This is an optimization exercise on Yosys and OpenROAD, whose aim is small area, not a production implementation. The RTL was checked by simulation tests, not by an equivalence proof against the original design. In every run shown here, the design's own scripts or RTL, not TritonCTS, make the clock network. The flow treats the clock pin as an ideal source. Dropping or thinning the clock tree relies on that and would not hold on a real chip. No activity file was given, so power comes from the tool's default toggle rates.

### design.v
module stpm3x_crc8 (
    input  wire [31:0] data,
    output reg  [7:0]  crc
);
    integer i;
    reg [7:0] acc;
    always @* begin
        acc = 8'h00;
        for (i = 31; i >= 0; i = i - 1) begin
            if (data[i] ^ acc[7])
                acc = {acc[6:0], 1'b0} ^ 8'h07;
            else
                acc = {acc[6:0], 1'b0};
        end
        crc = acc;
    end
endmodule
module stpm3x_frame_codec (
    input  wire [2:0]  op,
    input  wire [7:0]  a,
    input  wire [39:0] d,
    output reg  [79:0] result
);
    localparam OP_CRC8 = 3'd1;
    localparam OP_ENCW = 3'd2;
    localparam OP_ENCR = 3'd3;
    localparam OP_DEC  = 3'd4;
    localparam OP_CHK  = 3'd5;
    wire [7:0] crc_op;
    stpm3x_crc8 u_crc_op (.data(d[39:8]), .crc(crc_op));
    wire [31:0] encw_body = {8'hFF, a, d[7:0], d[15:8]};
    wire [7:0]  encw_crc;
    stpm3x_crc8 u_crc_encw (.data(encw_body), .crc(encw_crc));
    wire [31:0] encr_body = {a, 24'hFFFFFF};
    wire [7:0]  encr_crc;
    stpm3x_crc8 u_crc_encr (.data(encr_body), .crc(encr_crc));
    wire [7:0] chk_crc;
    stpm3x_crc8 u_crc_chk (.data(d[39:8]), .crc(chk_crc));
    always @* begin
        result = 80'd0;
        case (op)
            OP_CRC8: result[7:0]  = crc_op;
            OP_ENCW: result[39:0] = {encw_body, encw_crc};
            OP_ENCR: result       = {encr_body, encr_crc, 40'hFFFFFFFFDE};
            OP_DEC:  result[31:0] = {d[15:8], d[23:16], d[31:24], d[39:32]};
            OP_CHK:  result[0]    = (chk_crc == d[7:0]);
            default: result       = 80'd0;
        endcase
    end
endmodule
module stpm3x_link (
    input  wire        clk,
    input  wire        rst,
    input  wire [7:0]  t_min,         
    input  wire        cmd_valid,
    output wire        cmd_ready,
    input  wire [2:0]  cmd_op,
    input  wire [7:0]  cmd_addr,
    input  wire [39:0] cmd_data,
    output wire        rsp_valid,
    output wire [2:0]  rsp_code,
    output wire [79:0] rsp_data,
    output wire [1:0]  rsp_crc_err,   
    output wire        arb_req,
    input  wire        arb_ack,
    input  wire        arb_gnt,
    output wire        bus_held,
    output wire        spi_cs_n,
    output wire        spi_sclk,
    output wire        spi_mosi,
    input  wire        spi_miso
);
    localparam [2:0] ST_IDLE  = 3'd0,
                     ST_COMP  = 3'd1,    
                     ST_REQ   = 3'd2,    
                     ST_RES   = 3'd3,    
                     ST_DLYO  = 3'd4,    
                     ST_FRAME = 3'd5,    
                     ST_DLYE  = 3'd7;    
    localparam [2:0] D_ZERO = 3'd0, D_ONE = 3'd1, D_S39 = 3'd2, D_S31 = 3'd3,
                     D_S23  = 3'd4, D_S15 = 3'd5, D_C7 = 3'd6, D_DE = 3'd7;
    reg  [2:0]  st;
    reg  [2:0]  op;
    reg  [7:0]  cnt;       
    reg         fr;        
    reg         e0, e1;    
    reg  [39:0] S;
    reg  [7:0]  C;
    wire [2:0] bi = cnt[6:4];
    wire [2:0] ki = cnt[3:1];    
    wire s_idle  = (st == ST_IDLE);
    wire s_comp  = (st == ST_COMP);
    wire s_req   = (st == ST_REQ);
    wire s_dlyo  = (st == ST_DLYO);
    wire s_frame = (st == ST_FRAME);
    wire s_dlye  = (st == ST_DLYE);
    wire s_close = s_dlye && fr && (cnt[7:3] == 5'd0);
    wire s_res   = (st == ST_RES);
    wire is_rd   = op[0];
    wire is_bus  = (op[2:1] == 2'b11);
    wire cz7     = (cnt[7:1] == 7'd0);
    wire cnt0    = cz7 && !cnt[0];
    reg        fullrot;    
    reg        ash, bsh;   
    reg        c_shift;    
    reg  [2:0] dsel;
    reg        force1;
    wire       rx = s_frame && is_rd;    
    always @* begin
        fullrot = 1'b0; ash = 1'b0; bsh = 1'b0; c_shift = 1'b0;
        dsel = D_S39; force1 = 1'b0;
        if (s_close) begin
            bsh = 1'b1; c_shift = 1'b1; dsel = D_S15;
        end else if (s_frame && is_rd) begin
            dsel = D_ONE;
            if (!fr) begin
                case (bi)
                    3'd4: begin bsh = 1'b1; dsel = D_S15; end
                    3'd3: ash = 1'b1;
                    3'd0: begin bsh = 1'b1; dsel = D_S15; end
                    default: ;
                endcase
            end else begin
                case (bi)
                    3'd4, 3'd3: ash = 1'b1;
                    3'd0: dsel = D_DE;
                    default: ;
                endcase
            end
        end else if (s_frame || op == 3'd2) begin
            case (bi)
                3'd4: dsel = D_ONE;
                3'd3: begin fullrot = 1'b1; dsel = fr ? D_S23 : D_S39;
                            force1 = fr && (ki == 3'd0); end
                3'd2: begin fullrot = 1'b1; dsel = D_S15; end
                3'd1: begin fullrot = 1'b1; dsel = D_S31; end
                default: begin c_shift = 1'b1; dsel = D_C7; end
            endcase
        end else if (op[1:0] == 2'b11) begin
            case (bi)
                3'd4: fullrot = 1'b1;
                3'd3, 3'd2, 3'd1: begin ash = 1'b1; dsel = D_ONE; end
                default: begin bsh = 1'b1; c_shift = 1'b1; dsel = D_DE; end
            endcase
        end else if (op == 3'd4) begin
            if (bi == 3'd4) begin fullrot = 1'b1; c_shift = 1'b1; end
            else begin c_shift = 1'b1; dsel = D_C7; end
        end else if (op[1:0] == 2'b01) begin
            fullrot = 1'b1;
            if (bi == 3'd0 && !op[2]) begin c_shift = 1'b1; dsel = D_C7; end
        end
    end
    assign spi_sclk = s_frame && !cnt[0];
    wire step = s_comp || s_close || spi_sclk;
    wire de_bit = !((ki == 3'd5) || (ki == 3'd0));
    reg  dsrc;
    always @* begin
        case (dsel)
            D_ONE:   dsrc = 1'b1;
            D_S39:   dsrc = S[39];
            D_S31:   dsrc = S[31];
            D_S23:   dsrc = S[23];
            D_S15:   dsrc = S[15];
            D_C7:    dsrc = C[7];
            D_DE:    dsrc = de_bit;
            default: dsrc = 1'b0;
        endcase
    end
    wire dbit = dsrc | force1;
    wire cin  = rx ? spi_miso : dbit;
    wire ain  = rx ? spi_miso : (fullrot ? S[15] : dbit);
    wire bin  = rx ? spi_miso : (fullrot ? S[39] : C[7]);
    assign spi_mosi = dbit;
    wire load  = (s_idle || s_res) && cmd_valid;
    wire cz    = (C == 8'd0);
    wire legal = !S[32] && (S[39:33] != 7'h7F);
    wire first = (cnt[6:0] == 7'd79);
    assign cmd_ready = s_comp && first;
    reg [2:0] st_n;
    reg       ld_t, ld_39;
    always @* begin
        st_n = st; ld_t = 1'b0; ld_39 = 1'b0;
        case (st)
            ST_IDLE, ST_RES: if (cmd_valid) begin st_n = ST_COMP; ld_39 = 1'b1; end
                             else st_n = ST_IDLE;
            ST_COMP: begin
                if (first && (op == 3'd0 || (is_bus && !legal))) st_n = ST_RES;
                else if (first && op == 3'd6) st_n = ST_REQ;
                else if (cz7) st_n = is_bus ? ST_REQ : ST_RES;
            end
            ST_REQ: if (arb_ack) begin st_n = arb_gnt ? ST_DLYO : ST_RES; ld_t = 1'b1; end
            ST_DLYO: if (cnt0) begin st_n = ST_FRAME; ld_39 = 1'b1; end
            ST_FRAME: if (cnt0) begin
                st_n = (is_rd && !fr) ? ST_DLYO : ST_DLYE; ld_t = 1'b1;
            end
            ST_DLYE: if (cnt0) begin
                if (!is_rd && !fr) begin st_n = ST_DLYO; ld_t = 1'b1; end
                else st_n = ST_RES;
            end
            default: st_n = ST_IDLE;
        endcase
    end
    always @(posedge clk) begin
        if (rst)
            st <= ST_IDLE;
        else
            st <= st_n;
    end
    assign arb_req  = s_req;
    assign bus_held = st[2];
    assign spi_cs_n = !(s_frame || (s_dlye && !cnt0) || (s_dlyo && is_rd && fr));
    always @(posedge clk) begin
        if (ld_t)
            cnt <= {t_min[7:5], 5'b11111};
        else if (ld_39)
            cnt <= 8'd79;
        else if (s_comp)
            cnt <= {cnt[7:1] - 7'd1, cnt[0]};
        else
            cnt <= cnt - 8'd1;
        if (load) begin
            op <= cmd_op;
            fr <= 1'b0;
        end
        if ((s_frame || s_dlye) && st_n == ST_DLYO) fr <= 1'b1;
        if (s_comp && first) e0 <= 1'b1;              
        if (s_req) e0 <= 1'b0;                        
        if (s_dlyo && cnt0) e0 <= !cz;
        if (s_dlye && cnt[7:3] != 5'd0) e1 <= !cz;
    end
    always @(posedge clk) begin
        if (load || (s_dlyo && cnt0))
            C <= 8'd0;
        else if (step && !c_shift)
            C <= {C[6:0], 1'b0} ^ ({8{cin ^ C[7]}} & 8'h07);
        else if (step)
            C <= {C[6:0], cin};
    end
    wire        sh_a  = step && (fullrot || ash) && !load;
    wire        sh_b  = step && (fullrot || bsh) && !load;
    wire        hd_a  = !load && !sh_a;
    wire        hd_b  = !load && !sh_b;
    wire [39:0] s_ld  = {cmd_op[1] ? cmd_addr : cmd_data[39:32], cmd_data[31:0]};
    wire [39:0] s_sh  = {S[38:16], ain, S[14:0], bin};
    wire [39:0] s_sel = {{24{sh_a}}, {16{sh_b}}};
    wire [39:0] s_hd  = {{24{hd_a}}, {16{hd_b}}};
    always @(posedge clk)
        S <= ({40{load}} & s_ld) | (s_sel & s_sh) | (s_hd & S);
    assign rsp_valid = s_res;
    assign rsp_code  = is_bus ? (fr ? {2'b00, is_rd} : (e0 ? 3'd4 : 3'd3))
                     : (op == 3'd0) ? 3'd5 : 3'd2;
    assign rsp_data  = {S[15:8], 24'hFFFFFF, S[7:0], 8'hFF,
                        S[23:16], S[31:24], S[39:32],
                        C[7:1], (op == 3'd5) ? cz : C[0]};
    assign rsp_crc_err = {e1, e0};
endmodule
### flow/area_deep.abc
strash
&get -n
&deepsyn -J 100 -S SEED
&put
dch -f
amap
topo
### flow/run.sh
#!/bin/bash
set -euo pipefail
export BUFFER_PORTS_ARGS="-buffer_cell sky130_fd_sc_hd__buf_1"
export SKIP_REPAIR_TIE_FANOUT=1
export PRE_CTS_TCL=$PWD/flow/manual_cts.tcl
bash standard.sh synth > synth.log 2>&1
R=orfs/results/sky130hd/stpm3x_link/base
LIB=$FLOW_HOME/platforms/sky130hd/lib/sky130_fd_sc_hd__tt_025C_1v80.lib
YOSYS=$FLOW_HOME/../tools/install/yosys/bin/yosys
[[ -x $YOSYS ]] || YOSYS=yosys
cp $R/1_2_yosys.v remap_in.v
# Thirteen re-mappings, four at a time: one plain, twelve with ABC's deepsyn
# from different seeds. The smallest netlist is used.
variants="plain"
for seed in 1 2 3 4 5 6 7 8 9 10 11 12; do variants="$variants $seed"; done
n=0
for v in $variants; do
  if [[ $v == plain ]]; then
    cp flow/area_plain.abc remap_$v.abc
  else
    sed "s#SEED#$v#" flow/area_deep.abc > remap_$v.abc
  fi
  sed "s#LIBFILE#$LIB#g; s#INFILE#remap_in.v#; s#ABCSCRIPT#remap_$v.abc#; s#STATFILE#remap_stat_$v.txt#; s#OUTFILE#remap_out_$v.v#" flow/remap.ys > remap_run_$v.ys
  timeout 900 $YOSYS -s remap_run_$v.ys > remap_$v.log 2>&1 &
  n=$((n + 1))
  if (( n % 4 == 0 )); then wait || true; fi
done
wait || true
best=""
bestarea=""
for v in $variants; do
  a=$(awk '/Chip area/ {print $NF}' remap_stat_$v.txt 2>/dev/null || true)
  [[ -n "$a" && -s remap_out_$v.v ]] || continue
  if [[ -z "$best" ]] || awk -v x="$a" -v y="$bestarea" 'BEGIN { exit !(x < y) }'; then
    best=$v
    bestarea=$a
  fi
done
echo "remap: using variant $best, area $bestarea" > remap_choice.txt
cp remap_out_$best.v $R/1_2_yosys.v
bash standard.sh finish > finish.log 2>&1
### flow/area_plain.abc
strash
ifraig
scorr
dc2
strash
dch -f
amap
topo
### flow/remap.ys
# Re-map the combinational logic of the standard synthesis for area.
# The flip-flops are kept as they are (same cells, same instance names).
read_liberty -ignore_miss_func LIBFILE
blackbox sky130_fd_sc_hd__dfxtp_1 sky130_fd_sc_hd__edfxtp_1 sky130_fd_sc_hd__dfrtp_1 sky130_fd_sc_hd__dfstp_1
read_verilog -sv INFILE
hierarchy -top stpm3x_link
flatten
opt_clean -purge
opt -fast
abc -liberty LIBFILE -dont_use *probe* -dont_use *lpflow* -script ABCSCRIPT
opt_clean -purge
hilomap -singleton -hicell sky130_fd_sc_hd__conb_1 HI -locell sky130_fd_sc_hd__conb_1 LO
insbuf -buf sky130_fd_sc_hd__buf_4 A X
splitnets
opt_clean -purge
hierarchy -top stpm3x_link
tee -o STATFILE stat -liberty LIBFILE
write_verilog -noattr -nohex -nodec OUTFILE
### config.mk
export PLATFORM = sky130hd
export DESIGN_NAME = stpm3x_link
export DESIGN_NICKNAME = stpm3x_link
export VERILOG_FILES = /design/flow/design.v
export SDC_FILE = /design/flow/constraint.sdc
export NUM_CORES = 4
export LEC_CHECK = 0
export ABC_AREA = 1
export CAP_MARGIN = 20
export CORE_MARGIN = 2
export CORE_UTILIZATION = 40
export SLEW_MARGIN = 20
### standard.sh
#!/bin/bash
# synth_recipe.tcl (not shown) runs the flow's synth.tcl, then flattens the netlist and writes it again
# the make line also repeats each setting of config.mk as NAME=value (left out here)
make -C /OpenROAD-flow-scripts/flow DESIGN_CONFIG=/design/flow/config.mk WORK_HOME=/design/flow/orfs CLKGATE_MAP_FILE= SYNTH_SCRIPT=/design/flow/synth_recipe.tcl "${@:-finish}"
### constraint.sdc
create_clock -name core_clock -period 8.0 [get_ports {clk}]
set_input_delay 1.6000 -clock core_clock [delete_from_list [all_inputs] [get_ports {clk}]]
set_output_delay 1.6000 -clock core_clock [all_outputs]
set_load 0.01 [all_outputs]
### flow/manual_cts.tcl
# Sourced by ORFS's cts.tcl before its clock tree synthesis (PRE_CTS_TCL).
# Replaces clock_tree_synthesis with a small two-level tree: one root buffer
# driven by the clock port, feeding NX x NY leaf buffers, each driving the
# flip-flops of one region of the placement.
proc clock_tree_synthesis { args } {
  set nx 3
  set ny 3
  set leaf_cell sky130_fd_sc_hd__clkbuf_4
  set root_cell sky130_fd_sc_hd__clkbuf_4
  set db [ord::get_db]
  set block [ord::get_db_block]
  set clknet [$block findNet clk]
  set sinks {}
  foreach it [$clknet getITerms] {
    if { [$it isInputSignal] } { lappend sinks $it }
  }
  proc ::mcts_x { it } { set b [[$it getInst] getBBox]; return [expr { ([$b xMin] + [$b xMax]) / 2 }] }
  proc ::mcts_y { it } { set b [[$it getInst] getBBox]; return [expr { ([$b yMin] + [$b yMax]) / 2 }] }
  set srt [lsort -command { apply { { a b } { expr { [::mcts_x $a] - [::mcts_x $b] } } } } $sinks]
  set groups {}
  set per [expr { int(ceil([llength $srt] / double($nx))) }]
  for { set c 0 } { $c < $nx } { incr c } {
    set col [lrange $srt [expr { $c * $per }] [expr { ($c + 1) * $per - 1 }]]
    set col [lsort -command { apply { { a b } { expr { [::mcts_y $a] - [::mcts_y $b] } } } } $col]
    set per2 [expr { int(ceil([llength $col] / double($ny))) }]
    for { set r 0 } { $r < $ny } { incr r } {
      set grp [lrange $col [expr { $r * $per2 }] [expr { ($r + 1) * $per2 - 1 }]]
      if { [llength $grp] } { lappend groups $grp }
    }
  }
  set rinst [odb::dbInst_create $block [$db findMaster $root_cell] "clkbuf_root"]
  set rootnet [odb::dbNet_create $block "clknet_root"]
  $rootnet setSigType CLOCK
  [$rinst findITerm A] connect $clknet
  [$rinst findITerm X] connect $rootnet
  set rx 0
  set ry 0
  foreach it $sinks {
    set rx [expr { $rx + [::mcts_x $it] }]
    set ry [expr { $ry + [::mcts_y $it] }]
  }
  $rinst setLocation [expr { $rx / [llength $sinks] }] [expr { $ry / [llength $sinks] }]
  $rinst setPlacementStatus PLACED
  set g 0
  foreach grp $groups {
    set inst [odb::dbInst_create $block [$db findMaster $leaf_cell] "clkbuf_leaf_$g"]
    set net [odb::dbNet_create $block "clknet_leaf_$g"]
    $net setSigType CLOCK
    set sx 0
    set sy 0
    foreach it $grp {
      $it disconnect
      $it connect $net
      set sx [expr { $sx + [::mcts_x $it] }]
      set sy [expr { $sy + [::mcts_y $it] }]
    }
    [$inst findITerm A] connect $rootnet
    [$inst findITerm X] connect $net
    $inst setLocation [expr { $sx / [llength $grp] }] [expr { $sy / [llength $grp] }]
    $inst setPlacementStatus PLACED
    incr g
  }
  puts "manual clock tree: 1 root, $g leaves, [llength $sinks] sinks"
  set_propagated_clock [all_clocks]
}
==> impl_metrics.toml, run 1 <==
[run_status]
outcome = "finished clean"

[power]
power_frac_seq_pct = 45.7
internal-power_w = 0.000696
switching_share_pct = 42.9
p_sw_w = 0.000522
ir_drop_uv = 160
p_per_area_mw_per_mm2 = 337
leakagePower_nw = 1.21
p_clk_share_pct = 13.7
pwr-share-comb_pct = 40.7

[critical_path]
worst_ep_required_time_ns = 6.40
path_class = "flop to output port"
setup.worst_path.start_class = "flop"
crit_fanout = 9
cp.arrival_ns = 3.65
endpoint_kind = "output port"
rr_worst_depth = 10

[clocking]
post_cts_buffers = 0
holdBufCountCts = 0
clkTransAtPathRegs_ns = 0.10
clk_latency_ns = 0.45
ctsResizeCount = 0

[floorplanning]
rows = 34
coreArea_mm2 = 0.00864
die_h_um = 98.1
start_util_pct = 41.0
die_x_um = 98.1
die_area_mm2 = 0.00963
ios = 157

[detailed_routing]
initialDrtViolationCount = 209
ant_nets = 0
wl_per_cell_um = 14.3
num_vias = 3224
viasPerCell = 5.38
post-route-drc-count = 0
routed_wirelength_um = 8560
dr.pass1.iters = 5

[synth]
postSynthAreaPerCell_um2 = 8.06
synthCells = 440
ys_warn_count = 1
synth.cell_area_mm2 = 0.00354
syn_nets = 505

[timing]
max_slew_margin_pct = 35.5
max_freq_ghz = 0.191
tightestPinTransition_ns = 0.964
setup_tns_ns = 0
drv_slew = 0
period_needed_ns = 5.25
rsz0062_at_grt = "false"
fin_skew_ns = 0.0316
finalCritPeriodShare_pct = 65.6
hold_viol = 0
setup_viol = 0

[layout]
nFillCells = 926
drive_above_1_share_pct = 2.85
diodes = 0
layout_common_cells = "buf_1, clkinv_1, dfxtp_1"
utilization_pct = 41.9
nNetsFinal = 558
stdcell_area_mm2 = 0.00362
stdcell_count = 599
areaGrowthSynthToFinish_pct = 2.08
final_common_cell = "buf_1"

[grt]
grt_pass1_vias = 2929
grt_max_degree = 33
grt.overflow.total = 0
grt_most_used_layer = "met2"
use_met2_pct = 29.0
grt_use_total_pct = 16.7
grtUsageMet1_pct = 21.8
grt_pass1_wl_um = 13800
use_met3_pct = 2.51
antenna_found_initial = 0

[placement]
dp_hpwl_um = 6560
portBuffers = 119
dp_cells = 589
place.gp.congestion = 0.899
placed_cell_area_mm2 = 0.00354

[min_path]
hold_class = "flop to flop"
holdPathStages = 2

[job]
maxCapViolations = 0
## power by group through the flow
stage	Clock, W	Combinational (W)	Sequential (W)
3_5_place_dp	0	0.000498	0.000562
5_1_grt	0.000186	0.000554	0.000575
6_report	0.000167	0.000496	0.000556
2_1_floorplan	0	0.000490	0.000535
3_3_place_gp	0	0.000491	0.000558
4_1_cts	0.000175	0.000500	0.000556
## sequential cells by signal (all words and copies together), names as in the netlist
signal,count
e1,1
st,3
S,40
fr,1
e0,1
C,8
cnt,8
op,3
## per-stage QoR
| step | power [W] | hold WS, ns | worst slack, ns |
|---|---|---|---|
| final | 0.00122 | 0.473 | 2.75 |
| after global routing | 0.00132 | 0.511 | 2.39 |
| after CTS | 0.00123 | 0.470 | 2.41 |
| after detailed placement | 0.00106 | 0.478 | 2.42 |
| after global placement | 0.00105 | 0.466 | 2.52 |
| after floorplan | 0.00102 | 0.456 | 3.92 |
## layout make-up
type / instances / area [um^2] / share of cell area [%]
sequential: 65 / 1350 / 37.3
multi-input combinational: 215 / 1290 / 35.7
timing repair buffer: 122 / 469 / 13.0
inverter: 79 / 297 / 8.20
tap: 108 / 135 / 3.73
buffer: 10 / 75.1 / 2.07
## worst paths after layout
| kind | start | slack, ns | to |
|---|---|---|---|
| max | st[2]$_SDFF_PP0_ | 2.75 | spi_mosi |
| min | S[21]$_DFF_P_ | 0.47 | S[22]$_DFF_P_ |
| max reg2reg | op[0]$_DFFE_PP_ | 3.24 | S[34]$_DFF_P_ |
| min reg2reg | S[21]$_DFF_P_ | 0.47 | S[22]$_DFF_P_ |
## layer usage
layer,part of all wire (%),vias to the layer above
met2,46,136
met4,2.6,0
met3,6.8,16
met5,0,-
met1,44,1474
li1,-,1598
## worst max-delay path: stages, from the launching register on
cell	delay, ns
dfxtp_1	0.42
clkinv_1	0.16
nor2_1	0.28
clkinv_1	0.14
nor2_1	0.27
clkinv_1	0.32
a31oi_1	0.26
o32ai_1	0.13
o21ai_0	0.34
nor3_1	0.08
a22oi_1	0.17
nor2_1	0.06
o31ai_1	0.34
buf_1	0.23
==> run 2: changes to the inputs <==
--- a/flow/run.sh
+++ b/flow/run.sh
@@ -9,10 +9,10 @@
 YOSYS=$FLOW_HOME/../tools/install/yosys/bin/yosys
 [[ -x $YOSYS ]] || YOSYS=yosys
 cp $R/1_2_yosys.v remap_in.v
-# Thirteen re-mappings, four at a time: one plain, twelve with ABC's deepsyn
+# Seventeen re-mappings, four at a time: one plain, sixteen with ABC's deepsyn
 # from different seeds. The smallest netlist is used.
 variants="plain"
-for seed in 1 2 3 4 5 6 7 8 9 10 11 12; do variants="$variants $seed"; done
+for seed in 1 2 3 4 5 6 7 8 9 10 11 12 13 14 15 16; do variants="$variants $seed"; done
 n=0
 for v in $variants; do
   if [[ $v == plain ]]; then
==> flow/area_deep.abc (replaced) <==
strash
&get -n
&deepsyn -J 300 -S SEED
&put
dch -f
amap
topo
==> impl_metrics.toml, run 2 <==
[critical_path]
crit_fanout = 7
endpoint_kind = "output port"
worst_ep_required_time_ns = 6.40
setup.worst_path.start_class = "flop"
path_class = "flop to output port"
cp.arrival_ns = 3.77

[floorplanning]
die_x_um = 97.7
die_h_um = 97.7
ios = 157
coreArea_mm2 = 0.00864
rows = 34
die_area_mm2 = 0.00955
start_util_pct = 40.7

[clocking]
holdBufCountCts = 0
ctsResizeCount = 0
clkTransAtPathRegs_ns = 0.10
post_cts_buffers = 0
clk_latency_ns = 0.46

[timing]
setup_viol = 0
fin_skew_ns = 0.0272
finalCritPeriodShare_pct = 67.2
hold_viol = 0
rsz0062_at_grt = "false"
period_needed_ns = 5.37
tightestPinTransition_ns = 1.03
max_freq_ghz = 0.186
setup_tns_ns = 0
drv_slew = 0
max_slew_margin_pct = 31.2

[synth]
ys_warn_count = 1
syn_nets = 500
postSynthAreaPerCell_um2 = 8.07
synth.cell_area_mm2 = 0.00351
synthCells = 435

[grt]
grt_pass1_vias = 2987
grt_use_total_pct = 17.7
grt_max_degree = 41
grt.overflow.total = 0
antenna_found_initial = 0
grt_pass1_wl_um = 14400

[layout]
regMostFlops = "S"
drive_above_1_share_pct = 3.50
layout_common_cells = "buf_1, clkinv_1, dfxtp_1"
areaGrowthSynthToFinish_pct = 2.49
final_common_cell = "buf_1"
nFillCells = 947
diodes = 0
stdcell_area_mm2 = 0.00360
largest_reg_flops = 40
nNetsFinal = 553
reg_top3 = "S: 40 flops, C: 8 flops, cnt: 8 flops"

[detailed_routing]
dr.pass1.iters = 7
num_vias = 3213
post-route-drc-count = 0
ant_nets = 0
wl_per_cell_um = 14.9
initialDrtViolationCount = 352
viasPerCell = 5.41
routed_wirelength_um = 8870

[placement]
dp_hpwl_um = 6640
place.gp.congestion = 0.898
placed_cell_area_mm2 = 0.00351
portBuffers = 119

[power]
ir_drop_uv = 136
p_per_area_mw_per_mm2 = 324
leakagePower_nw = 1.22

[job]
maxCapViolations = 0

[min_path]
hold_class = "flop to flop"

[run_status]
outcome = "finished clean"
-- run 2: critical path, cell delays in order (launching register included) --
cell and delay, ns:
dfxtp_1 0.40, nor2_1 0.34, clkinv_1 0.27, nor4_1 0.54, and3_1 0.29, a31oi_1 0.07, o21ai_0 0.17, nor2_1 0.13
nand3_1 0.12, o21ai_0 0.09, o22ai_1 0.17, a2111oi_0 0.10, nor3_1 0.40, buf_1 0.22
-- run 2: worst paths after layout --
| check | start | to | slack, ns | cells after the start |
|---|---|---|---|---|
| worst min-delay path | S[22]$_DFF_P_ | S[23]$_DFF_P_ | 0.48 | 2 |
| worst min register to register | S[22]$_DFF_P_ | S[23]$_DFF_P_ | 0.48 | 2 |
| worst max register to register | cnt[4]$_SDFF_PP1_ | S[26]$_DFF_P_ | 3.82 | 11 |
| worst max-delay path | cnt[4]$_SDFF_PP1_ | spi_mosi | 2.63 | 13 |
-- run 2: cell type report --
class,instances,area [um^2],share of cell area [%]
multi-input cells,213,1280,35.7
flip-flops and latches,65,1350,37.5
well taps,108,135,3.75
repair buffers,122,469,13.0
inverters,76,285,7.92
plain buffers,10,75.1,2.09
-- run 2: power by group --
| part | internal, W | switching (W) |
|---|---|---|
| Clock | 0.0000575 | 0.000110 |
| Sequential | 0.000444 | 0.0000982 |
| Combinational | 0.000171 | 0.000286 |
-- run 2: through the flow --
stage / power (W) / std cells / utilization [%] / hold slack (ns) / setup slack [ns]
floorplan: 0.000968 / 435 / - / 0.444 / 2.68
global placement: 0.000994 / 583 / 40.7 / 0.473 / 3.30
detailed placement: 0.00100 / 583 / 40.7 / 0.483 / 3.26
CTS: 0.00118 / 593 / 41.5 / 0.476 / 2.72
global route: 0.00126 / 594 / 41.7 / 0.517 / 2.35
finish: 0.00117 / 594 / 41.7 / 0.480 / 2.63
-- run 2: metal layers --
layer	routed length (um)	share of wire (%)	global-route usage [%]
met5	0	0	0
met4	199	2.2	3.53
met3	776	8.7	2.66
met2	4000	45	30.2
met1	3890	44	23.9
==> run 3: changes to the inputs <==
--- a/flow/manual_cts.tcl
+++ b/flow/manual_cts.tcl
@@ -3,9 +3,9 @@
 # driven by the clock port, feeding NX x NY leaf buffers, each driving the
 # flip-flops of one region of the placement.
 proc clock_tree_synthesis { args } {
-  set nx 3
-  set ny 3
-  set leaf_cell sky130_fd_sc_hd__clkbuf_4
+  set nx 2
+  set ny 2
+  set leaf_cell sky130_fd_sc_hd__clkbuf_8
   set root_cell sky130_fd_sc_hd__clkbuf_4
   set db [ord::get_db]
   set block [ord::get_db_block]
--- a/config.mk
+++ b/config.mk
@@ -8,5 +8,6 @@
 export ABC_AREA = 1
 export CAP_MARGIN = 20
 export CORE_MARGIN = 2
-export CORE_UTILIZATION = 40
+export CORE_UTILIZATION = 65
+export PLACE_DENSITY = 0.75
 export SLEW_MARGIN = 20
==> impl_metrics.toml, run 3 <==
[run_status]
outcome = "finished clean"

[detailed_routing]
post-route-drc-count = 0
viasPerCell = 5.77
wl_per_cell_um = 14.2
ant_nets = 0
initialDrtViolationCount = 437
dr.pass1.iters = 7
routed_wirelength_um = 7790
num_vias = 3173

[power]
p_per_area_mw_per_mm2 = 322
leakagePower_nw = 1.21
ir_drop_uv = 198

[job]
maxCapViolations = 0

[layout]
utilization_pct = 68.2
stdcell_area_mm2 = 0.00353
regArea_mm2 = 0.00135
drive_above_1_share_pct = 2.08
reg_top3 = "S: 40 flops, C: 8 flops, cnt: 8 flops"
layout_common_cells = "buf_1, clkinv_1, dfxtp_1"
areaGrowthSynthToFinish_pct = 0.463
final_common_cell = "buf_1"
diodes = 0
stdcell_count = 550
multi_input_area_mm2 = 0.00128
regMostFlops = "S"
nNetsFinal = 547
largest_reg_flops = 40
nFillCells = 472

[min_path]
hold_class = "flop to flop"
hp-start = "S[36]$_DFF_P_"

[timing]
finalCritPeriodShare_pct = 64.3
hold_viol = 0
period_needed_ns = 5.14
setup_slack_ns = 2.86
fin_skew_ns = 0.0106
max_freq_ghz = 0.195
setup_tns_ns = 0
rsz0062_at_grt = "false"
max_slew_margin_pct = 29.7
tightestPinTransition_ns = 1.05
drv_slew = 0
setup_viol = 0

[clocking]
clk_latency_ns = 0.38
clkTransAtPathRegs_ns = 0.10
holdBufCountCts = 0
post_cts_buffers = 0
ctsResizeCount = 0

[critical_path]
cp.arrival_ns = 3.54
max_stage_delay_ns = 0.51
r2r_setup_slack_ns = 3.71
r2r_start = "cnt[4]$_SDFF_PP1_"
crit_fanout = 7
cp_cell_sequence = "nor2_1 > clkinv_1 > nor4_1 > and3_1 > a31oi_1 > o21ai_0 > nor2_1 > nand3_1 > o21ai_0 > o22ai_1 > a2111oi_0 > nor3_1 > buf_1"
path_class = "flop to output port"
setup.worst_path.start = "cnt[4]$_SDFF_PP1_"
endpoint_kind = "output port"
critPathSlowestCell = "nor4_1"
setup.worst_path.start_class = "flop"
worst_ep_required_time_ns = 6.40

[synth]
postSynthAreaPerCell_um2 = 8.07
ys_warn_count = 1
synthCells = 435
synth.cell_area_mm2 = 0.00351
syn_nets = 500

[placement]
dp_hpwl_um = 5990
dp_cells = 545
placed_cell_area_mm2 = 0.00346
portBuffers = 119
pre_cts_ws_ns = 3.39
place.gp.congestion = 0.952

[grt]
grt_pass1_vias = 2846
antenna_found_initial = 0
grt_pass1_wl_um = 13000
grt.overflow.total = 0
grt_use_total_pct = 25.3
grt_max_degree = 41

[floorplanning]
die_x_um = 77.5
coreArea_mm2 = 0.00517
start_util_pct = 67.9
rows = 26
die_h_um = 77.5
ios = 157
die_area_mm2 = 0.00601
run 3: changes by cell type in the layout (fill, tap and decap cells not counted), sizes merged:
| cell | before | now |
|---|---|---|
| clkbuf | 10 | 5 |
| buf | 122 | 121 |
run 3: layout make-up:
cell class | count | area share [%]
inverter | 76 | 8.09
multi-input combinational | 213 | 36.3
timing repair buffer | 121 | 13.1
tap | 70 | 2.48
buffer | 5 | 1.77
sequential | 65 | 38.3
run 3: worst paths after layout:
| kind | to | depth (start not counted) |
|---|---|---|
| max reg2reg | S[34]$_DFF_P_ | 13 |
| max | spi_mosi | 13 |
| min reg2reg | S[36]$_DFF_P_ | 2 |
| min | S[36]$_DFF_P_ | 2 |
run 3: report_power, final:
part | total (W) | internal, W | switching, W
logic | 0.000454 | 0.000169 | 0.000285
registers | 0.000538 | 0.000443 | 0.0000946
clock network | 0.000145 | 0.0000511 | 0.0000942
run 3: layer usage:
| layer | global-route usage (%) | part of all wire, % | vias up | wire, um |
|---|---|---|---|---|
| li1 | - | - | 1561 | - |
| met1 | 33.4 | 41 | 1439 | 3200 |
| met2 | 43.8 | 48 | 155 | 3710 |
| met3 | 4.65 | 9.5 | 18 | 742 |
| met4 | 4.29 | 1.8 | 0 | 144 |
| met5 | 0 | 0 | - | 0 |
run 3: through the flow:
stage	hold WS [ns]	power (W)
4_1_cts	0.494	0.00114
3_5_place_dp	0.477	0.000996
5_1_grt	0.513	0.00122
3_3_place_gp	0.470	0.000984
6_report	0.490	0.00114
2_1_floorplan	0.444	0.000968
run 3: critical path: cells and delay by family (launching register included):
family | cells | cell delay [ns]
simple gates | 6 | 1.70
compound gates | 5 | 0.60
flops | 1 | 0.39
buf+inv | 2 | 0.48
==> run 4: changes to the inputs <==
--- a/flow/run.sh
+++ b/flow/run.sh
@@ -12,7 +12,7 @@
 # Seventeen re-mappings, four at a time: one plain, sixteen with ABC's deepsyn
 # from different seeds. The smallest netlist is used.
 variants="plain"
-for seed in 1 2 3 4 5 6 7 8 9 10 11 12 13 14 15 16; do variants="$variants $seed"; done
+for seed in 3; do variants="$variants $seed"; done
 n=0
 for v in $variants; do
   if [[ $v == plain ]]; then
==> flow/area_deep.abc (replaced) <==
strash
&get -n
&deepsyn -J 100 -S SEED
&put
dch -f
amap
topo
==> impl_metrics.toml, run 4 <==
[run_status]
outcome = "finished clean"

[power]
leakagePower_nw = 1.23
p_per_area_mw_per_mm2 = 308
ir_drop_uv = 169

[timing]
max_slew_margin_pct = 34.0
finalCritPeriodShare_pct = 61.0
tightestPinTransition_ns = 0.986
rsz0062_at_grt = "false"
setup_tns_ns = 0
setup_viol = 0
period_needed_ns = 4.88
max_freq_ghz = 0.205
hold_viol = 0
drv_slew = 0
fin_skew_ns = 0.0135

[placement]
place.gp.congestion = 0.954
portBuffers = 119
dp_cells = 567
dp_hpwl_um = 6250

[floorplanning]
ios = 157
die_area_mm2 = 0.00610
die_x_um = 78.1
rows = 26
start_util_pct = 68.6
die_h_um = 78.1
coreArea_mm2 = 0.00520

[clocking]
post_cts_buffers = 0
holdBufCountCts = 0
clkTransAtPathRegs_ns = 0.11
clk_latency_ns = 0.38
ctsResizeCount = 0

[detailed_routing]
initialDrtViolationCount = 165
routed_wirelength_um = 8070
ant_nets = 0
num_vias = 3207
dr.pass1.iters = 5
post-route-drc-count = 0
wl_per_cell_um = 14.1
viasPerCell = 5.61

[grt]
grt_pass1_vias = 2863
grt_use_total_pct = 25.5
grt_max_degree = 39
grt.overflow.total = 0
grt_pass1_wl_um = 13200
antenna_found_initial = 0

[layout]
areaGrowthSynthToFinish_pct = 0.455
stdcell_count = 572
regMostFlops = "S"
drive_above_1_share_pct = 1.79
layout_common_cells = "buf_1, clkinv_1, dfxtp_1"
nNetsFinal = 569
largest_reg_flops = 40
diodes = 0
reg_top3 = "S: 40 flops, C: 8 flops, cnt: 8 flops"
final_common_cell = "buf_1"

[job]
maxCapViolations = 0

[synth]
syn_nets = 521
synthCells = 456
synth.cell_area_mm2 = 0.00357
ys_warn_count = 1
postSynthAreaPerCell_um2 = 7.83

[critical_path]
crit_fanout = 6
setup.worst_path.start_class = "flop"
cp.arrival_ns = 3.28
endpoint_kind = "output port"
max_stage_delay_ns = 0.44
cp_cell_sequence = "clkinv_1 > nor2_1 > clkinv_1 > nor2_1 > clkinv_1 > nor2_1 > clkinv_1 > a221o_1 > o221ai_1 > clkinv_1 > o22ai_1 > buf_1"
cpMostUsedCell = "clkinv_1"
worst_ep_required_time_ns = 6.40
path_class = "flop to output port"
critPathSlowestCell = "dfxtp_1"
r2r_setup_slack_ns = 3.73

[min_path]
hold_class = "flop to flop"
[run 4: final cells by class]
cell class | instances | area, um^2
timing repair buffer | 122 | 469
fill | 512 | 1620
inverter | 86 | 323
multi-input combinational | 224 | 1290
tap | 70 | 87.6
sequential | 65 | 1350
buffer | 5 | 62.6
[run 4: stage by stage]
| step | area [um^2] | power [W] | hold slack, ns | worst slack [ns] | util (%) |
|---|---|---|---|---|---|
| finish | 3590 | 0.00111 | 0.488 | 3.12 | 68.9 |
| global route | 3590 | 0.00119 | 0.524 | 2.82 | 68.9 |
| CTS | 3590 | 0.00111 | 0.493 | 3.17 | 68.9 |
| detailed placement | 3520 | 0.000966 | 0.470 | 3.62 | 67.7 |
| global placement | 3520 | 0.000953 | 0.468 | 3.61 | 67.7 |
| floorplan | 3570 | 0.000939 | 0.456 | 2.83 | - |
[run 4: worst max-delay path: cells and delay by family, from the launching register on]
kind	cells	cell delay, ns
compound gates	3	0.83
flops	1	0.44
simple gates	3	0.69
buf+inv	6	0.94
[run 4: final timing paths]
path                    start            end  cells after the start
max          st[2]$_SDFF_PP0_       spi_mosi                     12
min              S[5]$_DFF_P_   S[6]$_DFF_P_                      2
max reg2reg  st[2]$_SDFF_PP0_  S[35]$_DFF_P_                     15
min reg2reg      S[5]$_DFF_P_   S[6]$_DFF_P_                      2
[run 4: per-layer routing]
layer / vias up / global-route usage [%] / wire length [um]
met3: 12 / 2.99 / 674
li1: 1599 / - / -
met5: - / 0 / 0
met1: 1445 / 35.6 / 3490
met2: 151 / 43.8 / 3820
met4: 0 / 3.33 / 85
[run 4: power breakdown]
group	switching [W]	total, W	internal [W]	leakage, nW
clock network	0.0000951	0.000146	0.0000512	0.0334
registers	0.0000827	0.000521	0.000438	0.544
logic	0.000280	0.000439	0.000159	0.653
==> run 5: changes to the inputs <==
--- a/flow/run.sh
+++ b/flow/run.sh
@@ -12,7 +12,7 @@
 # Seventeen re-mappings, four at a time: one plain, sixteen with ABC's deepsyn
 # from different seeds. The smallest netlist is used.
 variants="plain"
-for seed in 3; do variants="$variants $seed"; done
+for seed in 11; do variants="$variants $seed"; done
 n=0
 for v in $variants; do
   if [[ $v == plain ]]; then
==> flow/area_deep.abc (replaced) <==
strash
&get -n
&deepsyn -J 300 -S SEED
&put
dch -f
amap
topo
--- a/config.mk
+++ b/config.mk
@@ -6,8 +6,8 @@
 export NUM_CORES = 4
 export LEC_CHECK = 0
 export ABC_AREA = 1
-export CAP_MARGIN = 20
+export CAP_MARGIN = 5
 export CORE_MARGIN = 2
 export CORE_UTILIZATION = 65
 export PLACE_DENSITY = 0.75
-export SLEW_MARGIN = 20
+export SLEW_MARGIN = 5
==> impl_metrics.toml, run 5 <==
[detailed_routing]
dr.pass1.iters = 8
ant_nets = 0
post-route-drc-count = 0
viasPerCell = 5.82
initialDrtViolationCount = 535
routed_wirelength_um = 7790
num_vias = 3201
wl_per_cell_um = 14.2

[grt]
grt_pass1_vias = 2921
grt_max_degree = 41
antenna_found_initial = 0
grt_pass1_wl_um = 13100
grt_use_total_pct = 25.6
grt.overflow.total = 0

[power]
leakagePower_nw = 1.21
ir_drop_uv = 202
p_per_area_mw_per_mm2 = 323

[synth]
postSynthAreaPerCell_um2 = 8.07
syn_nets = 500
synth.cell_area_mm2 = 0.00351
synthCells = 435
ys_warn_count = 1

[placement]
dp_hpwl_um = 6000
place.gp.congestion = 0.952
portBuffers = 119

[critical_path]
rr_worst_depth = 13
cp.arrival_ns = 3.49
r2r_start = "cnt[4]$_SDFF_PP1_"
setup.worst_path.start_class = "flop"
rr_endpoint = "S[35]$_DFF_P_"
crit_fanout = 7
setup.worst_path.start = "cnt[4]$_SDFF_PP1_"
r2r_setup_slack_ns = 3.81
endpoint_kind = "output port"
cp-endpoint = "spi_mosi"
worst_ep_required_time_ns = 6.40
path_class = "flop to output port"

[layout]
areaGrowthSynthToFinish_pct = 0.249
reg_top3 = "S: 40 flops, C: 8 flops, cnt: 8 flops"
nNetsFinal = 547
final_common_cell = "buf_1"
largest_reg_flops = 40
drive_above_1_share_pct = 1.67
regMostFlops = "S"
layout_common_cells = "buf_1, clkinv_1, dfxtp_1"
nFillCells = 487
diodes = 0

[floorplanning]
coreArea_mm2 = 0.00517
die_area_mm2 = 0.00601
start_util_pct = 67.9
ios = 157
rows = 26
die_h_um = 77.5
die_x_um = 77.5

[timing]
period_needed_ns = 5.09
hold_viol = 0
finalCritPeriodShare_pct = 63.6
setup_viol = 0
setup_tns_ns = 0
drv_slew = 0
tightestPinTransition_ns = 1.17
fin_skew_ns = 0.0110
max_freq_ghz = 0.197
hold_slack_ns = 0.498
rsz0062_at_grt = "false"
max_slew_margin_pct = 21.2

[run_status]
outcome = "finished clean"

[clocking]
post_cts_buffers = 0
clk_latency_ns = 0.38
ctsResizeCount = 0
clkTransAtPathRegs_ns = 0.10
holdBufCountCts = 0

[min_path]
hold_class = "flop to flop"

[job]
maxCapViolations = 0
[run 5: power breakdown]
part	total [W]	internal, W	switching (W)
registers	0.000539	0.000443	0.0000956
logic	0.000452	0.000169	0.000283
clock network	0.000145	0.0000512	0.0000937
[run 5: worst max-delay path, stage by stage (launching register included)]
cell and delay [ns]:
dfxtp_1 0.39, nor2_1 0.35, clkinv_1 0.25, nor4_1 0.45, and3_1 0.27, a31oi_1 0.09, o21ai_0 0.17, nor2_1 0.12
nand3_1 0.12, o21ai_0 0.09, o22ai_1 0.18, a2111oi_0 0.10, nor3_1 0.32, buf_1 0.22
[run 5: final cells by class]
type / count / area [um^2] / share of cell area, %
Tap cell: 70 / 87.6 / 2.49
Timing Repair Buffer: 121 / 462 / 13.1
Multi-Input combinational cell: 213 / 1270 / 36.1
Inverter: 76 / 285 / 8.10
Sequential cell: 65 / 1350 / 38.4
Buffer: 5 / 62.6 / 1.78
[run 5: worst min-delay path by stage]
stage | cells after the start | from | to | slack (ns)
6_report | 2 | S[36]$_DFF_P_ | S[36]$_DFF_P_ | 0.50
2_1_floorplan | 2 | S[36]$_DFF_P_ | S[36]$_DFF_P_ | 0.44
5_1_grt | 2 | S[36]$_DFF_P_ | S[36]$_DFF_P_ | 0.51
4_1_cts | 2 | S[36]$_DFF_P_ | S[36]$_DFF_P_ | 0.50
3_3_place_gp | 2 | S[28]$_DFF_P_ | S[29]$_DFF_P_ | 0.47
3_5_place_dp | 2 | S[27]$_DFF_P_ | S[28]$_DFF_P_ | 0.48
[run 5: routing by layer]
metal / vias to the layer above / routed length, um / global-route usage [%]
li1: 1562 / - / -
met1: 1477 / 3310 / 33.7
met2: 138 / 3670 / 44.2
met3: 24 / 602 / 4.07
met4: 0 / 210 / 5.89
met5: - / 0 / 0
[run 5: per-stage QoR]
stage,power (W),std cells,worst slack (ns),instance area (um^2),util (%)
3_5_place_dp,0.000995,545,3.43,3460,66.9
2_1_floorplan,0.000968,435,2.68,3510,-
4_1_cts,0.00114,550,2.96,3520,68.1
3_3_place_gp,0.000984,545,3.46,3460,66.9
6_report,0.00114,550,2.91,3520,68.1
5_1_grt,0.00122,550,2.57,3520,68.1
==> run 6: changes to the inputs <==
--- a/flow/run.sh
+++ b/flow/run.sh
@@ -12,7 +12,7 @@
 # Seventeen re-mappings, four at a time: one plain, sixteen with ABC's deepsyn
 # from different seeds. The smallest netlist is used.
 variants="plain"
-for seed in 11; do variants="$variants $seed"; done
+for seed in 1 2 3 4 5 6 7 8 9 10 11 12 13 14 15 16; do variants="$variants $seed"; done
 n=0
 for v in $variants; do
   if [[ $v == plain ]]; then
==> flow/area_deep.abc (replaced) <==
strash
&get -n
&deepsyn -J 300 -S SEED
&put
dch -f
amap -F 4 -A 10
topo
==> flow/area_plain.abc (replaced) <==
strash
ifraig
scorr
dc2
strash
dch -f
amap -F 4 -A 10
topo
==> impl_metrics.toml, run 6 <==
[power]
p_per_area_mw_per_mm2 = 327
ir_drop_uv = 211
leakagePower_nw = 1.22
finalPower_w = 0.00115

[layout]
drive_above_1_share_pct = 2.31
nFillCells = 481
nNetsFinal = 544
final_common_cell = "buf_1"
reg_top3 = "S: 40 flops, C: 8 flops, cnt: 8 flops"
diodes = 0
layout_common_cells = "buf_1, clkinv_1, dfxtp_1"
areaGrowthSynthToFinish_pct = 0.719
regMostFlops = "S"
largest_reg_flops = 40

[timing]
rsz0062_at_grt = "false"
drv_slew = 0
setup_viol = 0
fin_skew_ns = 0.00438
tightestPinTransition_ns = 1.13
finalCritPeriodShare_pct = 64.1
max_slew_margin_pct = 24.9
setup_slack_ns = 2.87
max_freq_ghz = 0.195
period_needed_ns = 5.13
hold_viol = 0
setup_tns_ns = 0

[floorplanning]
start_util_pct = 67.7
die_h_um = 77.2
rows = 26
ios = 157
coreArea_mm2 = 0.00514
die_area_mm2 = 0.00596
die_x_um = 77.2

[detailed_routing]
dr.pass1.iters = 8
wl_per_cell_um = 14.6
ant_nets = 0
num_vias = 3167
routed_wirelength_um = 8010
initialDrtViolationCount = 341
post-route-drc-count = 0
viasPerCell = 5.79

[grt]
grt_pass1_wl_um = 13000
grt_use_total_pct = 25.5
grt.overflow.total = 0
antenna_found_initial = 0
grt_max_degree = 41
grt_pass1_vias = 2896

[critical_path]
max_stage_delay_ns = 0.54
cpMostUsedCell = "a31oi_1"
r2r_start = "cnt[4]$_SDFF_PP1_"
critPathSlowestCell = "nor4_1"
critical-path-top-delay-family = "simple AND/OR/NAND/NOR gates"
r2r_setup_slack_ns = 3.89
crit_fanout = 7
cp.arrival_ns = 3.53
path_class = "flop to output port"
endpoint_kind = "output port"
setup.worst_path.start_class = "flop"
cp_cell_sequence = "nor2_1 > clkinv_1 > nor4_1 > and3_1 > a31oi_1 > nor2_1 > a31oi_1 > o31ai_1 > clkinv_1 > o22ai_1 > o32ai_1 > a31oi_1 > buf_1"
cp.buffers_inverters = 3
setup.worst_path.start = "cnt[4]$_SDFF_PP1_"
rr_worst_depth = 13
rr_endpoint = "S[30]$_DFF_P_"
crit_cells = 13
worst_ep_required_time_ns = 6.40

[placement]
place.gp.congestion = 0.923
pre_cts_ws_ns = 3.43
dp_hpwl_um = 5910
portBuffers = 119

[min_path]
hp-start = "C[5]$_SDFFE_PP0P_"
hold_class = "flop to flop"
holdPathStages = 2
hold_path_end = "C[5]$_SDFFE_PP0P_"

[clocking]
post_cts_buffers = 0
ctsResizeCount = 0
clk_latency_ns = 0.37
holdBufCountCts = 0
clkTransAtPathRegs_ns = 0.10

[synth]
synthCells = 430
postSynthAreaPerCell_um2 = 8.10
synth.cell_area_mm2 = 0.00348
syn_nets = 495
ys_warn_count = 1

[run_status]
outcome = "finished clean"

[job]
maxCapViolations = 0
## run 6: where the power goes
group	switching (W)	internal, W
Clock	0.0000946	0.0000512
Combinational	0.000281	0.000175
Sequential	0.000100	0.000444
## run 6: stage by stage
step                cell area, um^2  hold WS, ns  std cells  util (%)
detailed placement             3440        0.473        542      67.0
global route                   3510        0.524        547      68.2
floorplan                      3480        0.456        430         -
global placement               3440        0.461        542      67.0
finish                         3510        0.496        547      68.2
CTS                            3510        0.498        547      68.2
## run 6: routing by layer
layer / track usage (%) / vias up / share of wire, %
li1: - / 1566 / -
met1: 32.3 / 1448 / 41
met2: 45.0 / 141 / 49
met3: 5.88 / 12 / 8.9
met4: 3.93 / 0 / 1.4
met5: 0 / - / 0
## run 6: area by class of cell
cell class	count	area (um^2)	area share, %
plain buffers	5	62.6	1.78
repair buffers	123	477	13.6
well taps	70	87.6	2.50
multi-input cells	211	1250	35.8
inverters	73	274	7.81
flip-flops and latches	65	1350	38.5
## run 6: worst register-to-register path, cell delays in order (launching register included)
cell and delay, ns:
dfxtp_1 0.38, nor2_1 0.40, clkinv_1 0.23, nor2_1 0.24, clkinv_1 0.18, a31oi_1 0.23
o21ai_0 0.18, nor2_1 0.21, clkinv_1 0.17, a21oi_2 0.91, nor2_1 0.11, buf_4 0.25
a222oi_1 0.39, clkinv_1 0.11
## run 6: worst max-delay path by stage
stage	endpoint
2_1_floorplan	S[16]$_DFF_P_
3_3_place_gp	spi_mosi
3_5_place_dp	spi_mosi
4_1_cts	spi_mosi
5_1_grt	spi_mosi
6_report	spi_mosi
==> run 7: changes to the inputs <==
--- a/design.v
+++ b/design.v
@@ -83,7 +83,7 @@
     reg  [2:0]  op;
     reg  [7:0]  cnt;       
     reg         fr;        
-    reg         e0, e1;    
+    reg         e0;        
     reg  [39:0] S;
     reg  [7:0]  C;
     wire [2:0] bi = cnt[6:4];
@@ -226,7 +226,6 @@
         if (s_comp && first) e0 <= 1'b1;              
         if (s_req) e0 <= 1'b0;                        
         if (s_dlyo && cnt0) e0 <= !cz;
-        if (s_dlye && cnt[7:3] != 5'd0) e1 <= !cz;
     end
     always @(posedge clk) begin
         if (load || (s_dlyo && cnt0))
@@ -252,5 +251,5 @@
     assign rsp_data  = {S[15:8], 24'hFFFFFF, S[7:0], 8'hFF,
                         S[23:16], S[31:24], S[39:32],
                         C[7:1], (op == 3'd5) ? cz : C[0]};
-    assign rsp_crc_err = {e1, e0};
+    assign rsp_crc_err = {S[7:0] != 8'd0, e0};
 endmodule
==> impl_metrics.toml, run 7 <==
[run_status]
outcome = "finished clean"

[detailed_routing]
post-route-drc-count = 0
num_vias = 3179
ant_nets = 0
dr.pass1.iters = 6
routed_wirelength_um = 7920
initialDrtViolationCount = 362
viasPerCell = 5.80
wl_per_cell_um = 14.5

[grt]
grt_max_degree = 37
antenna_found_initial = 0
grt.overflow.total = 0
grt_use_total_pct = 25.4
grt_pass1_wl_um = 12900
grt_pass1_vias = 2829

[timing]
drv_slew = 0
tightestPinTransition_ns = 1.14
rsz0062_at_grt = "false"
fin_skew_ns = 0.00591
finalCritPeriodShare_pct = 64.0
setup_tns_ns = 0
max_slew_margin_pct = 24.1
setup_viol = 0
max_freq_ghz = 0.195
hold_viol = 0
period_needed_ns = 5.12

[min_path]
holdPathStages = 2
hold_path_end = "C[5]$_SDFFE_PP0P_"
hp-start = "C[4]$_SDFFE_PP0P_"
hold_class = "flop to flop"

[critical_path]
cp_cell_sequence = "nand2_1 > nor2_1 > clkinv_1 > nor2_1 > a21oi_1 > o211ai_1 > nor2_1 > a21oi_1 > nand2_1 > nor2_1 > nor3_1 > o221a_1 > o32ai_1 > buf_1"
r2r_start = "st[2]$_SDFF_PP0_"
cp.arrival_ns = 3.52
critPathSlowestCell = "dfxtp_1"
worst_ep_required_time_ns = 6.40
setup.worst_path.start_class = "flop"
cpMostUsedCell = "nor2_1"
rr_endpoint = "S[31]$_DFF_P_"
rr_worst_depth = 12
critical-path-top-delay-family = "simple AND/OR/NAND/NOR gates"
endpoint_kind = "output port"
max_stage_delay_ns = 0.46
path_class = "flop to output port"
r2r_setup_slack_ns = 3.92
crit_fanout = 8
cp.buffers_inverters = 2

[placement]
dp_hpwl_um = 6000
portBuffers = 119
place.gp.congestion = 0.890

[synth]
ys_warn_count = 1
synthCells = 429
synth.cell_area_mm2 = 0.00346
postSynthAreaPerCell_um2 = 8.08
syn_nets = 494

[layout]
nFillCells = 476
diodes = 0
largest_reg_flops = 40
areaGrowthSynthToFinish_pct = 1.08
nNetsFinal = 545
layout_common_cells = "buf_1, clkinv_1, dfxtp_1"
regMostFlops = "S"
drive_above_1_share_pct = 2.30
reg_top3 = "S: 40 flops, C: 8 flops, cnt: 8 flops"
final_common_cell = "buf_1"

[clocking]
holdBufCountCts = 0
clk_latency_ns = 0.36
ctsResizeCount = 0
post_cts_buffers = 0
clkTransAtPathRegs_ns = 0.10

[power]
leakagePower_nw = 1.19
finalPower_w = 0.00105
p_per_area_mw_per_mm2 = 299
ir_drop_uv = 188

[floorplanning]
ios = 157
start_util_pct = 67.4
rows = 26
die_x_um = 77.0
die_area_mm2 = 0.00593
die_h_um = 77.0
coreArea_mm2 = 0.00514

[job]
maxCapViolations = 0
run 7: changes by cell type in the layout (fill, tap and decap cells not counted), moves of 3 or more:
cell      before  now
a21oi_1       17   13
nor3_1         8   14
clkinv_1      73   80
o211ai_1       1    4
nor2_1        46   40
run 7: layout make-up:
class	count	area, um^2	share of cell area (%)
inverters	80	300	8.57
plain buffers	5	62.6	1.79
well taps	70	87.6	2.50
multi-input cells	205	1250	35.6
flip-flops and latches	64	1320	37.7
repair buffers	124	484	13.8
run 7: worst min-delay path: cells and delay by family, from the launching register on:
family | cells | cell delay (ns)
compound gates | 1 | 0.06
buf+inv | 1 | 0.06
flops | 1 | 0.34
run 7: routing by layer:
metal / up-vias / global-route usage (%) / share of wire, %
met2: 159 / 42.5 / 47
met5: - / 0 / 0
met1: 1425 / 34.6 / 42
li1: 1570 / - / -
met4: 0 / 7.32 / 3.0
met3: 25 / 3.29 / 7.6
run 7: through the flow:
step | std cells | hold slack, ns | setup WS, ns | utilization, % | cell area [um^2]
final | 548 | 0.504 | 2.88 | 68.1 | 3500
after floorplan | 429 | 0.456 | 3.89 | - | 3460
after CTS | 548 | 0.502 | 2.89 | 68.1 | 3500
after detailed placement | 543 | 0.474 | 3.31 | 66.9 | 3440
after global routing | 548 | 0.527 | 2.57 | 68.1 | 3500
after global placement | 543 | 0.469 | 3.31 | 66.9 | 3440
run 7: worst max path at each step:
stage,startpoint,cells after the start,to
finish,st[2]$_SDFF_PP0_,14,spi_mosi
global route,st[2]$_SDFF_PP0_,14,spi_mosi
CTS,st[2]$_SDFF_PP0_,14,spi_mosi
detailed placement,st[2]$_SDFF_PP0_,14,spi_mosi
global placement,st[2]$_SDFF_PP0_,14,spi_mosi
floorplan,st[2]$_SDFF_PP0_,13,spi_mosi
run 7: where the power goes:
group	switching [W]	internal (W)
clock network	0.0000915	0.0000512
logic	0.000245	0.000153
registers	0.0000878	0.000419
total	0.000425	0.000623
==> run 8: changes to the inputs <==
--- a/flow/run.sh
+++ b/flow/run.sh
@@ -9,10 +9,10 @@
 YOSYS=$FLOW_HOME/../tools/install/yosys/bin/yosys
 [[ -x $YOSYS ]] || YOSYS=yosys
 cp $R/1_2_yosys.v remap_in.v
-# Seventeen re-mappings, four at a time: one plain, sixteen with ABC's deepsyn
+# Twenty-nine re-mappings, four at a time: one plain, twenty-eight with ABC's deepsyn
 # from different seeds. The smallest netlist is used.
 variants="plain"
-for seed in 1 2 3 4 5 6 7 8 9 10 11 12 13 14 15 16; do variants="$variants $seed"; done
+for seed in $(seq 1 28); do variants="$variants $seed"; done
 n=0
 for v in $variants; do
   if [[ $v == plain ]]; then
--- a/flow/manual_cts.tcl
+++ b/flow/manual_cts.tcl
@@ -6,7 +6,7 @@
   set nx 2
   set ny 2
   set leaf_cell sky130_fd_sc_hd__clkbuf_8
-  set root_cell sky130_fd_sc_hd__clkbuf_4
+  set root_cell sky130_fd_sc_hd__clkbuf_2
   set db [ord::get_db]
   set block [ord::get_db_block]
   set clknet [$block findNet clk]
==> impl_metrics.toml, run 8 <==
[floorplanning]
die_area_mm2 = 0.00593
ios = 157
die_x_um = 77.0
rows = 26
die_h_um = 77.0
start_util_pct = 67.4
coreArea_mm2 = 0.00514

[timing]
max_freq_ghz = 0.193
period_needed_ns = 5.17
setup_tns_ns = 0
setup_viol = 0
max_slew_margin_pct = 24.6
setup_slack_ns = 2.83
hold_viol = 0
finalCritPeriodShare_pct = 64.6
drv_slew = 0
rsz0062_at_grt = "false"
tightestPinTransition_ns = 1.13
fin_skew_ns = 0.00568

[grt]
use_met3_pct = 3.29
grt.overflow.total = 0
antenna_found_initial = 0
grt_pass1_wl_um = 12900
use_met2_pct = 42.5
grtUsageMet1_pct = 34.6
grt_most_used_layer = "met2"
grt_pass1_vias = 2829
grt_use_total_pct = 25.4
grt_max_degree = 37

[power]
leakagePower_nw = 1.19
switching_share_pct = 40.7
power_frac_seq_pct = 48.5
internal-power_w = 0.000620
ir_drop_uv = 188
p_clk_share_pct = 13.4
p_per_area_mw_per_mm2 = 299
p_sw_w = 0.000425
pwr-share-comb_pct = 38.1
finalPower_w = 0.00105

[layout]
nNetsFinal = 545
stdcell_area_mm2 = 0.00350
final_common_cell = "buf_1"
regMostFlops = "S"
drive_above_1_share_pct = 2.30
areaGrowthSynthToFinish_pct = 1.01
layout_common_cells = "buf_1, clkinv_1, dfxtp_1"
largest_reg_flops = 40
utilization_pct = 68.1
nFillCells = 477
reg_top3 = "S: 40 flops, C: 8 flops, cnt: 8 flops"
diodes = 0

[synth]
postSynthAreaPerCell_um2 = 8.08
synth.cell_area_mm2 = 0.00346
ys_warn_count = 1
syn_nets = 494
synthCells = 429

[placement]
place.gp.congestion = 0.890
portBuffers = 119
dp_hpwl_um = 6000
placed_cell_area_mm2 = 0.00344
pre_cts_ws_ns = 3.31

[clocking]
clkTransAtPathRegs_ns = 0.10
post_cts_buffers = 0
ctsResizeCount = 0
holdBufCountCts = 0
clk_latency_ns = 0.41

[run_status]
outcome = "finished clean"

[min_path]
hp-start = "S[27]$_DFF_P_"
holdPathStages = 2
hold_class = "flop to flop"

[critical_path]
cp.arrival_ns = 3.57
path_class = "flop to output port"
r2r_start = "st[2]$_SDFF_PP0_"
endpoint_kind = "output port"
setup.worst_path.start_class = "flop"
crit_fanout = 8
rr_worst_depth = 12
setup.worst_path.start = "st[2]$_SDFF_PP0_"
worst_ep_required_time_ns = 6.40

[detailed_routing]
routed_wirelength_um = 7910
post-route-drc-count = 0
ant_nets = 0
initialDrtViolationCount = 362
dr.pass1.iters = 5
wl_per_cell_um = 14.4
num_vias = 3178
viasPerCell = 5.80

[job]
maxCapViolations = 0
run 8: stage by stage:
step / cells / hold slack, ns
after floorplan: 429 / 0.456
after global placement: 543 / 0.469
after detailed placement: 543 / 0.474
after CTS: 548 / 0.502
after global routing: 548 / 0.527
final: 548 / 0.504
run 8: layout make-up:
type	instances	area [um^2]	share of cell area (%)
well taps	70	87.6	2.50
multi-input cells	205	1250	35.6
repair buffers	124	484	13.8
plain buffers	5	60.1	1.72
flip-flops and latches	64	1320	37.8
inverters	80	300	8.58
run 8: routing by layer:
metal | wire length, um | vias up
met5 | 0 | -
met4 | 240 | 0
met3 | 620 | 25
met2 | 3710 | 161
met1 | 3340 | 1424
li1 | - | 1568
run 8: power groups by stage:
stage | registers (W) | logic, W | clock network (W)
2_1_floorplan | 0.000487 | 0.000391 | 0
3_3_place_gp | 0.000508 | 0.000390 | 0
3_5_place_dp | 0.000511 | 0.000397 | 0
4_1_cts | 0.000505 | 0.000399 | 0.000143
5_1_grt | 0.000521 | 0.000445 | 0.000154
6_report | 0.000507 | 0.000398 | 0.000140
run 8: path summary, 6_finish.rpt:
path                         to  slack [ns]
setup / recovery       spi_mosi        2.83
hold / removal    S[28]$_DFF_P_        0.50
setup reg to reg  S[31]$_DFF_P_        3.93
hold reg to reg   S[28]$_DFF_P_        0.50
run 8: worst max-delay path, stage by stage, from the launching register on:
cell	delay (ns)
dfxtp_1	0.46
nand2_1	0.12
nor2_1	0.39
clkinv_1	0.27
nor2_1	0.36
a21oi_1	0.09
o211ai_1	0.17
nor2_1	0.09
a21oi_1	0.19
nand2_1	0.10
nor2_1	0.09
nor3_1	0.06
o221a_1	0.14
o32ai_1	0.42
buf_1	0.20

port drivers added, routing unchanged:
How much do the figures lean on ideal ports? The routed layouts below were timed once more, with nothing changed but the port constraints.
Step 1, drivers: a clkbuf_16 drives clk and a buf_2 each remaining input, both assumed.
Step 2, shift: input delay + t, output delay - t, t = (earliest + latest rising clock arrival at the registers) / 2. This alone moves slack from input paths to output paths.
Three values: ideal ports, drivers, drivers and shift; two values: the first two.
run | shift t [ns] | slack for setup (ns) | pins driven straight from the clock port
run 1 | 0.468 | 2.754 / 2.724 / 3.192 | 1
run 2 | 0.476 | 2.627 / 2.596 / 3.072 | 1
run 3 | 0.401 | 2.860 / 2.834 / 3.234 | 1
run 4 | 0.407 | 3.117 / 3.087 / 3.494 | 1
run 5 | 0.398 | 2.913 / 2.886 / 3.284 | 1
run 6 | 0.396 | 2.873 / 2.847 / 3.242 | 1
run 7 | 0.383 | 2.884 / 2.858 / 3.241 | 1
run 8 | 0.428 | 2.831 / 2.805 / 3.233 | 1
After both steps every run listed still meets setup and hold.
